Source: an optimization exercise on an open RTL-to-GDS flow (aim: small area, a short achievable clock period and few clock cycles per item). Production flows keep margins and buffers that such runs may drop. The RTL was checked by simulation tests, not by an equivalence proof against the original design. No activity file was given, so power comes from the tool's default toggle rates.

Design inav_decoder, start of the top module:
module inav_decoder (
    input  wire         clk,
    input  wire         rst,         
    input  wire         cmd_valid,
    output wire         cmd_ready,
    input  wire [124:0] cmd,
    output reg          rsp_valid,
    output wire [485:0] rsp
);
make LEC_CHECK=0 CAP_MARGIN=20 CORE_MARGIN=2 CORE_UTILIZATION=60 PLACE_DENSITY=0.72 SETUP_SLACK_MARGIN=5 SLEW_MARGIN=20 TNS_END_PERCENT=100 finish   # period 8.0 ns
run.sh (not shown) runs the stock make flow with config.mk's settings and CLKGATE_MAP_FILE= SYNTH_SCRIPT=/design/flow/synth_recipe.tcl, a recipe that flattens the netlist after the stock synthesis.
The first run finished with timing, DRC and antenna clean.
Testbench counts at the start, summed over its fixed seeds: cycles 5,616, items 5,600.
Change:
==> flow/flow/run.sh (new file) <==
#!/bin/bash
# The standard layout (the standard.sh), with two changes to how it is
# made: ports are buffered with buf_2 (rather than the delay-buffer cell
# buffer_ports picks on its own), and a222oi_1, which has no stronger size
# for timing repair to swap to, is added to the platform's don't-use list.
set -euo pipefail
PLATFORM_DONT_USE="$(sed -n '/^export DONT_USE_CELLS/,/^#/p' "$FLOW_HOME/platforms/sky130hd/config.mk" | grep -o 'sky130_fd_sc_hd__[a-z0-9_]*' | tr '\n' ' ')"
bash standard.sh "BUFFER_PORTS_ARGS=-buffer_cell sky130_fd_sc_hd__buf_2" \
    "DONT_USE_CELLS=${PLATFORM_DONT_USE}sky130_fd_sc_hd__a222oi_1" finish > make_finish.log 2>&1
tail -n 20 make_finish.log
==> flow/standard.sh (new file) <==
#!/bin/bash
# synth_recipe.tcl (not shown) runs the flow's synth.tcl, then flattens the netlist and writes it again
# the make line also repeats each setting of config.mk as NAME=value (left out here)
make -C /OpenROAD-flow-scripts/flow DESIGN_CONFIG=/design/flow/config.mk WORK_HOME=/design/flow/orfs CLKGATE_MAP_FILE= SYNTH_SCRIPT=/design/flow/synth_recipe.tcl "${@:-finish}"
CORE_UTILIZATION = 40   (was 60)
PLACE_DENSITY = 0.6   (was 0.72)
removed: flow/run.sh
After rerunning:
- The changed run completed with no timing, DRC or antenna violations
- setup slack improves by 0.20 ns
- via count falls by 12%
- sequential power went down by about 0.7%
- flip-flop and latch count does not change
- final area is lower by 6.4%
- combinational power grows by about 0.8%
- wire length decreases by 6.4%
- global-route usage is lower by 16 points
Change:
==> flow/flow/run.sh (replaced) <==
#!/bin/bash
# The standard layout (the standard.sh), with two changes to how it is
# made: ports are buffered with buf_2 (rather than the delay-buffer cell
# buffer_ports picks on its own), and synthesis may not map to a222oi_1,
# which has no stronger size for timing repair to swap to.
set -euo pipefail
export BUFFER_PORTS_ARGS="-buffer_cell sky130_fd_sc_hd__buf_2"
export DONT_USE_CELLS="sky130_fd_sc_hd__a222oi_1"
bash standard.sh finish > make_finish.log 2>&1
tail -n 20 make_finish.log
Clock power increases by about 1%.
Synthesized area is about the same.
Sequential power hardly moves.
Global-route usage goes up by 1.3 points.
First-iteration DRC count is higher by 1.5%.
Die area hardly moves.
Routed wire length is about the same.
Worst setup slack got worse by 0.32 ns.
Core utilization climbs by 1.1 points.
Change:
==> flow/run.sh (new file) <==
#!/bin/bash
# synth_recipe.tcl (not shown) runs the flow's synth.tcl, then flattens the netlist and writes it again
# the make line also repeats each setting of config.mk as NAME=value (left out here)
make -C /OpenROAD-flow-scripts/flow DESIGN_CONFIG=/design/flow/config.mk WORK_HOME=/design/flow/orfs CLKGATE_MAP_FILE= SYNTH_SCRIPT=/design/flow/synth_recipe.tcl finish
removed: flow/flow/run.sh
removed: flow/standard.sh
Outcome: Worst setup slack is worse by 0.040 ns. Final area rises by 6.3%. Register-to-register slack is better by 0.08 ns. First-iteration DRC count rises by 9.5%. Total power rises by 0.64%. Fmax falls by 1.1%.


Setup of wip/raven:
inav_decoder, a different RTL version from the one above (not shown whole).
Size: about 3600 cells after synthesis, about 1500 flip-flops, about 620 I/O pins, ~59000 sq um of cells after synthesis.
==> flow/config.mk <==
export PLATFORM = sky130hd
export DESIGN_NAME = inav_decoder
export DESIGN_NICKNAME = inav_decoder
export VERILOG_FILES = /design/flow/design.v
export SDC_FILE = /design/flow/constraint.sdc
export NUM_CORES = 4
export LEC_CHECK = 0
export CAP_MARGIN = 20
export CORE_MARGIN = 2
export CORE_UTILIZATION = 48
export CTS_BUF_LIST = sky130_fd_sc_hd__clkbuf_16
export CTS_CLUSTER_DIAMETER = 80
export CTS_CLUSTER_SIZE = 24
export PLACE_DENSITY = 0.62
export SETUP_SLACK_MARGIN = 5
export SLEW_MARGIN = 20
export TNS_END_PERCENT = 30
==> flow/constraint.sdc <==
create_clock -name core_clock -period 8.0 [get_ports {clk}]
set_input_delay 1.6000 -clock core_clock [delete_from_list [all_inputs] [get_ports {clk}]]
set_output_delay 1.6000 -clock core_clock [all_outputs]
set_load 0.01 [all_outputs]
standard.sh (not shown) runs the stock make flow with config.mk's settings and CLKGATE_MAP_FILE= SYNTH_SCRIPT=/design/flow/synth_recipe.tcl, a recipe that flattens the netlist after the stock synthesis.
==> flow/flow/run.sh <==
#!/bin/bash
# The standard layout (the standard.sh), with two changes to how it is
# made: ports are buffered with buf_2 (rather than the delay-buffer cell
# buffer_ports picks on its own), and a222oi_1, which has no stronger size
# for timing repair to swap to, is added to the platform's don't-use list.
set -euo pipefail
PLATFORM_DONT_USE="$(sed -n '/^export DONT_USE_CELLS/,/^#/p' "$FLOW_HOME/platforms/sky130hd/config.mk" | grep -o 'sky130_fd_sc_hd__[a-z0-9_]*' | tr '\n' ' ')"
bash standard.sh "BUFFER_PORTS_ARGS=-buffer_cell sky130_fd_sc_hd__buf_2" \
    "DONT_USE_CELLS=${PLATFORM_DONT_USE}sky130_fd_sc_hd__a222oi_1" finish > make_finish.log 2>&1
tail -n 20 make_finish.log
Testbench counts of wip/raven, summed over its fixed seeds: cycles 5,616, items 5,600.
Here is what was changed in the inputs of wip/umber compared with wip/raven.
Settings: CORE_UTILIZATION changed from 48 to 40; PLACE_DENSITY changed from 0.62 to 0.6.
[summary]
From wip/umber to wip/raven, critical path depth did not move at all. STATUS placed wire-length estimate: wip/umber loses against wip/raven. wip/umber reports its source of the critical timing path as w5[89]$_DFFE_PP_ while wip/raven reports sel0[4]$_DFF_P_. wip/umber against wip/raven: boundary pin count shows no meaningful change, detail-routed via count per cell has decreased, combinational cell fraction of total power was more or less identical. Between wip/raven and wip/umber, the flow reports global-route wire length before repair increasing by a few percent.
Inputs modified between wip/umber and wip/harbor:
Settings: TNS_END_PERCENT now 100, was 30.
==> summary.txt <==
- Against wip/umber, wip/harbor comes in about 0.9% higher on placed wire-length estimate.
- wip/harbor packs its core more tightly than wip/umber.
- Compared with wip/umber, in wip/harbor total number of vias increased by 323 relative to the old numbers, share of total power in the clock network now sits higher, design area went up about 0.9%.
- wip/umber has a lower total track usage than wip/harbor.
- When wip/harbor is measured against wip/umber, its met3 track demand over resource in global routing turns out 0.43 points lower.
- Worst setup slack, wip/umber and wip/harbor, higher one = wip/harbor.
- Going from wip/umber to wip/harbor, the wire length of the first global-routing pass was found to have gone up by 2.0%.
> inputs changed (wip/harbor -> wip/pepper)
Settings: PLACE_DENSITY: 0.6 -> 0.66; TNS_END_PERCENT: 100 -> 30; CORE_UTILIZATION: 40 -> 50.
Notes after the runs:
- Per the comparison of wip/pepper with wip/harbor, setup slack up 0.046 ns; cell area after layout down 1.8%; non-clock buffer count down about 2.4%; post-CTS clock slew at the launch and capture registers of the worst setup and hold paths flat.
- Of wip/pepper and wip/harbor, wip/pepper shows the higher highest net fanout along the worst path, with wip/harbor below it.
- NOTE wire length of the first global-routing pass wip/harbor->wip/pepper decreased by a few percent

[static timing again, ports no longer ideal]
Ports are ideal in the flow. The routed layouts listed here were re-timed in OpenROAD.
Step 1, drivers: a clkbuf_16 drives clk and a buf_2 each remaining input, both assumed.
Step 2 adds t to the input delays and takes it off the output delays; t is the mean of the earliest and latest rising clock arrival at the registers after step 1. Input paths then give back, and output paths get back, about the clock's delay inside the block.
Three values: ideal, step 1, step 2; two values: the first two.
run	t, ns	slack for setup (ns)	latest minus earliest clock arrival (ns)	worst data-port slew with drivers (ns)	cell pins on the clock port's net
the first run of note 1	0.845	4.356 / 4.287 / 4.118	0.041 / 0.041	0.12	1
the second run of note 1	0.861	4.553 / 4.479 / 4.152	0.036 / 0.037	0.21	1
the third run of note 1	0.863	4.232 / 4.155 / 4.118	0.030 / 0.030	0.19	1
the fourth run of note 1	0.865	4.192 / 4.113 / 4.042	0.041 / 0.041	0.20	1
wip/raven	0.758	4.747 / 4.672 / 4.170	0.029 / 0.029	0.16	1
wip/umber	0.787	4.685 / 4.607 / 4.071	0.045 / 0.044	0.20	1
wip/harbor	0.803	4.694 / 4.615 / 4.144	0.027 / 0.028	0.16	1
wip/pepper	0.745	4.741 / 4.667 / 4.078	0.036 / 0.036	0.15	1
After both steps every run listed still meets setup and hold. The setup slack of wip/pepper, which loses most, moves by -0.074 ns with the drivers and by -0.663 ns with both steps.
